Source: an optimization exercise on an open RTL-to-GDS flow (aim: small area, a short achievable clock period and few clock cycles per item). Production flows keep margins and buffers that such runs may drop.
At most, simulation tests tie the RTL to the original design; equivalence was not proved.
Power and IR drop assume default switching activity.

==> build 6: inputs <==
==> flow/design.v (excerpt) <==
module yrd_fu (
    input  wire        clk,
    input  wire        rst,
    input  wire        cmd_valid,
    output reg         cmd_ready,
    input  wire [63:0] cmd_word,
    output reg         rsp_valid,
    input  wire        rsp_ready,
    output reg  [3:0]  rsp_status,
    output reg  [63:0] rsp_result
);
    localparam [3:0] ST_OK      = 4'd0;
    localparam [3:0] ST_ILLEGAL = 4'd11;
    localparam [2:0] C_CLIP8   = 3'd0;
    localparam [2:0] C_RSHR8   = 3'd1;
    localparam [2:0] C_YUV2RGB = 3'd2;
    localparam [2:0] C_565S    = 3'd3;
    localparam [2:0] C_565P    = 3'd4;
    localparam [2:0] C_LUMA    = 3'd5;
    localparam [2:0] C_YUYV2   = 3'd6;
    wire [7:0]  op  = cmd_word[63:56];
    wire [23:0] rsv = cmd_word[55:32];
    wire [31:0] a   = cmd_word[31:0];
    wire        swap = (op[2:0] == C_YUV2RGB);
    wire        base_ok = (rsv == 24'd0) && (op[7:3] == 5'b00110) && (op[2:0] != 3'd7) &&
                          !(swap && a[31:24] != 8'd0);
    wire [31:0] a_in = swap ? {a[7:0], a[23:8], a[23:16]} : a;
    wire [35:0] p_in = {base_ok, op[2:0], a_in};
    wire adv  = !rsp_valid || rsp_ready;     
  ...
==> flow/config.mk <==
export PLATFORM = sky130hd
export DESIGN_NAME = yrd_fu
export DESIGN_NICKNAME = yrd_fu
export VERILOG_FILES = /design/flow/design.v
export SDC_FILE = /design/flow/constraint.sdc
export NUM_CORES = 4
export LEC_CHECK = 0
export CAP_MARGIN = 20
export CORE_MARGIN = 2
export CORE_UTILIZATION = 60
export CTS_BUF_LIST = sky130_fd_sc_hd__clkbuf_8 sky130_fd_sc_hd__clkbuf_16
export SLEW_MARGIN = 20
==> flow/constraint.sdc <==
create_clock -name core_clock -period 12.0 [get_ports {clk}]
set_input_delay 2.4000 -clock core_clock [delete_from_list [all_inputs] [get_ports {clk}]]
set_output_delay 2.4000 -clock core_clock [all_outputs]
set_load 0.01 [all_outputs]
standard.sh (not shown) runs the stock make flow with config.mk's settings and CLKGATE_MAP_FILE= SYNTH_SCRIPT=/design/flow/synth_recipe.tcl, a recipe that flattens the netlist after the stock synthesis.
==> flow/flow/run.sh <==
#!/bin/bash
# Layout: the standard flow (standard synthesis unchanged), with
#  - port buffers of a plain buffer cell instead of the default delay-buffer,
set -uo pipefail
MARGIN=$(cat flow/margin.txt 2>/dev/null || echo 8)
bash standard.sh SETUP_SLACK_MARGIN=$MARGIN \
    "BUFFER_PORTS_ARGS=-buffer_cell sky130_fd_sc_hd__buf_2" \
    finish > flow_make.log 2>&1
==> flow/flow/margin.txt <==
8.35
==> trial 86: changes against build 6 <==
--- a/flow/design.v
+++ b/flow/design.v
@@ -1,14 +1,41 @@
 module yrd_luma (
     input  wire [7:0] y,
     output wire [8:0] hi,
     output wire [6:0] lo
 );
-    wire [16:0] y1 = {9'd0, y};
-    wire [16:0] s = (y1 << 8) + (y1 << 5) + (y1 << 3) + (y1 << 1);
+    wire [16:0] t1 = {1'b0, y, 8'd0};
+    wire [16:0] t2 = {4'd0, y, 5'd0};
+    wire [16:0] t3 = {6'd0, y, 3'd0};
+    wire [16:0] t4 = {8'd0, y, 1'b0};
+    wire [16:0] s1 = t1 ^ t2 ^ t3;
+    wire [16:0] c1 = {(t1[15:0] & t2[15:0]) | (t1[15:0] & t3[15:0]) | (t2[15:0] & t3[15:0]), 1'b0};
+    wire [16:0] s2 = s1 ^ c1 ^ t4;
+    wire [16:0] c2 = {(s1[15:0] & c1[15:0]) | (s1[15:0] & t4[15:0]) | (c1[15:0] & t4[15:0]), 1'b0};
+    function [16:0] carries;
+        input [16:0] x, z;
+        reg   [16:0] g, p;
+        integer i, d;
+        begin
+            g = x & z;
+            p = x ^ z;
+            for (d = 1; d < 17; d = d * 2)
+                for (i = 2 * d - 1; i < 17; i = i + 2 * d) begin
+                    g[i] = g[i] | (p[i] & g[i - d]);
+                    p[i] = p[i] & p[i - d];
+                end
+            for (d = 8; d >= 1; d = d / 2)
+                for (i = 3 * d - 1; i < 17; i = i + 2 * d) begin
+                    g[i] = g[i] | (p[i] & g[i - d]);
+                    p[i] = p[i] & p[i - d];
+                end
+            carries = {g[15:0], 1'b0};
+        end
+    endfunction
+    wire [16:0] s = s2 ^ c2 ^ carries(s2, c2);
     assign hi = s[16:8];
     assign lo = s[7:1];
 endmodule
 module yrd_chroma (
     input  wire [7:0] u,
     input  wire [7:0] v,
     output wire [9:0] r_hi,
@@ -219,16 +246,39 @@
 endmodule
 module yrd_chan (
     input  wire [8:0] ly,       
     input  wire [9:0] c,        
     input  wire       k,        
     output wire [7:0] q
 );
-    wire [11:0] s = {3'b000, ly, 1'b1} + {c[9], c[9], c, k};
-    wire [10:0] t = s[11:1];
+    wire [10:0] a = {2'b00, ly};
+    wire [10:0] b = {c[9], c};
+    function [10:0] carries;
+        input [10:0] x, y;
+        input        cin;
+        reg   [10:0] g, p;
+        integer i, d;
+        begin
+            g = x & y;
+            p = x ^ y;
+            g[0] = g[0] | (p[0] & cin);
+            for (d = 1; d < 11; d = d * 2)
+                for (i = 2 * d - 1; i < 11; i = i + 2 * d) begin
+                    g[i] = g[i] | (p[i] & g[i - d]);
+                    p[i] = p[i] & p[i - d];
+                end
+            for (d = 4; d >= 1; d = d / 2)
+                for (i = 3 * d - 1; i < 11; i = i + 2 * d) begin
+                    g[i] = g[i] | (p[i] & g[i - d]);
+                    p[i] = p[i] & p[i - d];
+                end
+            carries = {g[9:0], cin};
+        end
+    endfunction
+    wire [10:0] t = a ^ b ^ carries(a, b, k);
     assign q = t[10] ? 8'd0 : (t[9:8] != 2'b00) ? 8'd255 : t[7:0];
 endmodule
 module yrd_fu (
     input  wire        clk,
     input  wire        rst,
     input  wire        cmd_valid,
     output reg         cmd_ready,
@@ -353,40 +403,41 @@
                 C_RSHR8:        n_res = rshr_q;
                 C_565S, C_565P: n_res = {1'b0, rgb565};
                 C_LUMA:         n_res = {1'b0, s0_a[7:0], s0_a[7:0], s0_a[7:0]};
                 default:        n_res = 25'd0;
             endcase
         end
     end
-    reg        s1_yuv, s1_yuyv, s1_ill;
+    reg        s1_yuv, s1_yuyv, s1_ill, s1_sx;
     reg [8:0]  s1_y0, s1_y1;
     reg [9:0]  s1_cr, s1_cg, s1_cb;
     reg [5:0]  s1_k;
     always @(posedge clk) begin
         if (adv) begin
             s1_yuv  <= is_yuv;
             s1_yuyv <= is_yuyv;
             s1_ill  <= !legal;
+            s1_sx   <= n_res[24];
             s1_y0   <= is_yuv ? ly0_hi : n_res[8:0];
             s1_y1   <= is_yuv ? ly1_hi : n_res[17:9];
             s1_cr   <= cr_hi;
             s1_cg   <= cg_hi;
-            s1_cb   <= is_yuv ? cb_hi : {3'd0, n_res[24:18]};
-            s1_k    <= k;
+            s1_cb   <= cb_hi;
+            s1_k    <= is_yuv ? k : n_res[23:18];
         end
     end
     wire [7:0] p0_r, p0_g, p0_b, p1_r, p1_g, p1_b;
     yrd_chan u_p0r (.ly(s1_y0), .c(s1_cr), .k(s1_k[0]), .q(p0_r));
     yrd_chan u_p0g (.ly(s1_y0), .c(s1_cg), .k(s1_k[1]), .q(p0_g));
     yrd_chan u_p0b (.ly(s1_y0), .c(s1_cb), .k(s1_k[2]), .q(p0_b));
     yrd_chan u_p1r (.ly(s1_y1), .c(s1_cr), .k(s1_k[3]), .q(p1_r));
     yrd_chan u_p1g (.ly(s1_y1), .c(s1_cg), .k(s1_k[4]), .q(p1_g));
     yrd_chan u_p1b (.ly(s1_y1), .c(s1_cb), .k(s1_k[5]), .q(p1_b));
-    wire [24:0] n_s1 = {s1_cb[6:0], s1_y1, s1_y0};
-    wire        sx = !s1_yuv && n_s1[24];
+    wire [23:0] n_s1 = {s1_k, s1_y1, s1_y0};
+    wire        sx = s1_sx;
     wire [23:0] lo = s1_yuv  ? {p0_r, p0_g, p0_b} : n_s1[23:0];
     wire [23:0] hi = s1_yuyv ? {p1_r, p1_g, p1_b} : {24{sx}};
     always @(posedge clk) begin
         if (adv) begin
             rsp_status <= s1_ill ? ST_ILLEGAL : ST_OK;
             rsp_result <= {{8{sx}}, hi, {8{sx}}, lo};
         end
==> flow/flow/run.sh (replaced) <==
#!/bin/bash
# Layout: the standard flow (standard synthesis unchanged), with
#  - port buffers of a plain buffer cell instead of the default delay-buffer,
set -uo pipefail
MARGIN=$(cat flow/margin.txt 2>/dev/null || echo 8)
bash standard.sh SETUP_SLACK_MARGIN=$MARGIN \
    "BUFFER_PORTS_ARGS=-buffer_cell sky130_fd_sc_hd__buf_1" \
    finish > flow_make.log 2>&1
==> flow/flow/margin.txt (replaced) <==
8.2
- CORE_UTILIZATION: 60 -> 70
- CTS_BUF_LIST: sky130_fd_sc_hd__clkbuf_8 sky130_fd_sc_hd__clkbuf_16 -> sky130_fd_sc_hd__clkbuf_4 sky130_fd_sc_hd__clkbuf_8
==> comparison table <==
metric                                             trial 86       build 6
Sequential group share of total power                 36.6%         33.0%
Instance area after placement                     15740 µm²     16470 µm²
Run status                 no timing/DRC/antenna violations  no timing/DRC/antenna violations
Die Outline Area                                  22910 µm²     27530 µm²
Worst setup slack after layout                     8.231 ns      8.472 ns
Net load switching power                          0.9948 mW      1.040 mW
P per Cell Area                                145.2 nW/µm²  150.4 nW/µm²
Post-Synth Simple-Gate Area                          12.05%        14.23%
Clock period minus worst slack                     3.769 ns      3.528 ns
Number of vias after detailed routing                 12660         13520
Final Non-Filler Cells                                 1965          2166
Clock skew                                       0.02813 ns    0.02024 ns
Compound-gate portion of the synthesized area        16.68%        20.04%
Share of total power in combinational logic           45.0%         45.7%
Slew margin rel.                                     33.47%        34.89%
Sequential cell area share                           30.87%        28.86%
Initial DRT Pass Iterations                               8             6
Required arrival time at the worst endpoint        12.23 ns      12.19 ns
Post-Route Hold Slack                             0.4483 ns     0.4520 ns
Average size of a mapped cell                     9.824 µm²     9.360 µm²
Testbench counts of trial 86, summed over its fixed seeds: cycles 32,024, items 32,000.
The RTL of build 6 was laid out without a check of its function.

## what the ideal ports hide
The results above use ideal ports. As a check the final layouts listed here were re-extracted and re-timed, cells and wires unchanged.
Step 1, drivers: a clkbuf_16 drives clk and a buf_2 each remaining input, both assumed.
Step 2 moves the port delays by t, midway between the first and last clock arrival at a register: inputs arrive t later, outputs are due t later. That takes back most of the time a late clock gives input paths.
a / b / c = ideal ports / drivers / drivers and shift; a / b = the first two.
run	t (ns)	setup slack, ns	worst hold slack (ns)	worst setup path after step 2	slew at the worst register clock pin (ns)
build 6	0.485	8.472 / 8.423 / 8.050	0.452 / 0.452 / 0.452	input to register	0.08 / 0.08
trial 86	0.516	8.231 / 8.231 / 7.871	0.448 / 0.448 / 0.448	input to register	0.13 / 0.13
After both steps every run listed still meets setup and hold. For build 6, which loses most, drivers alone change the setup slack by -0.049 ns; drivers and shift together by -0.422 ns.
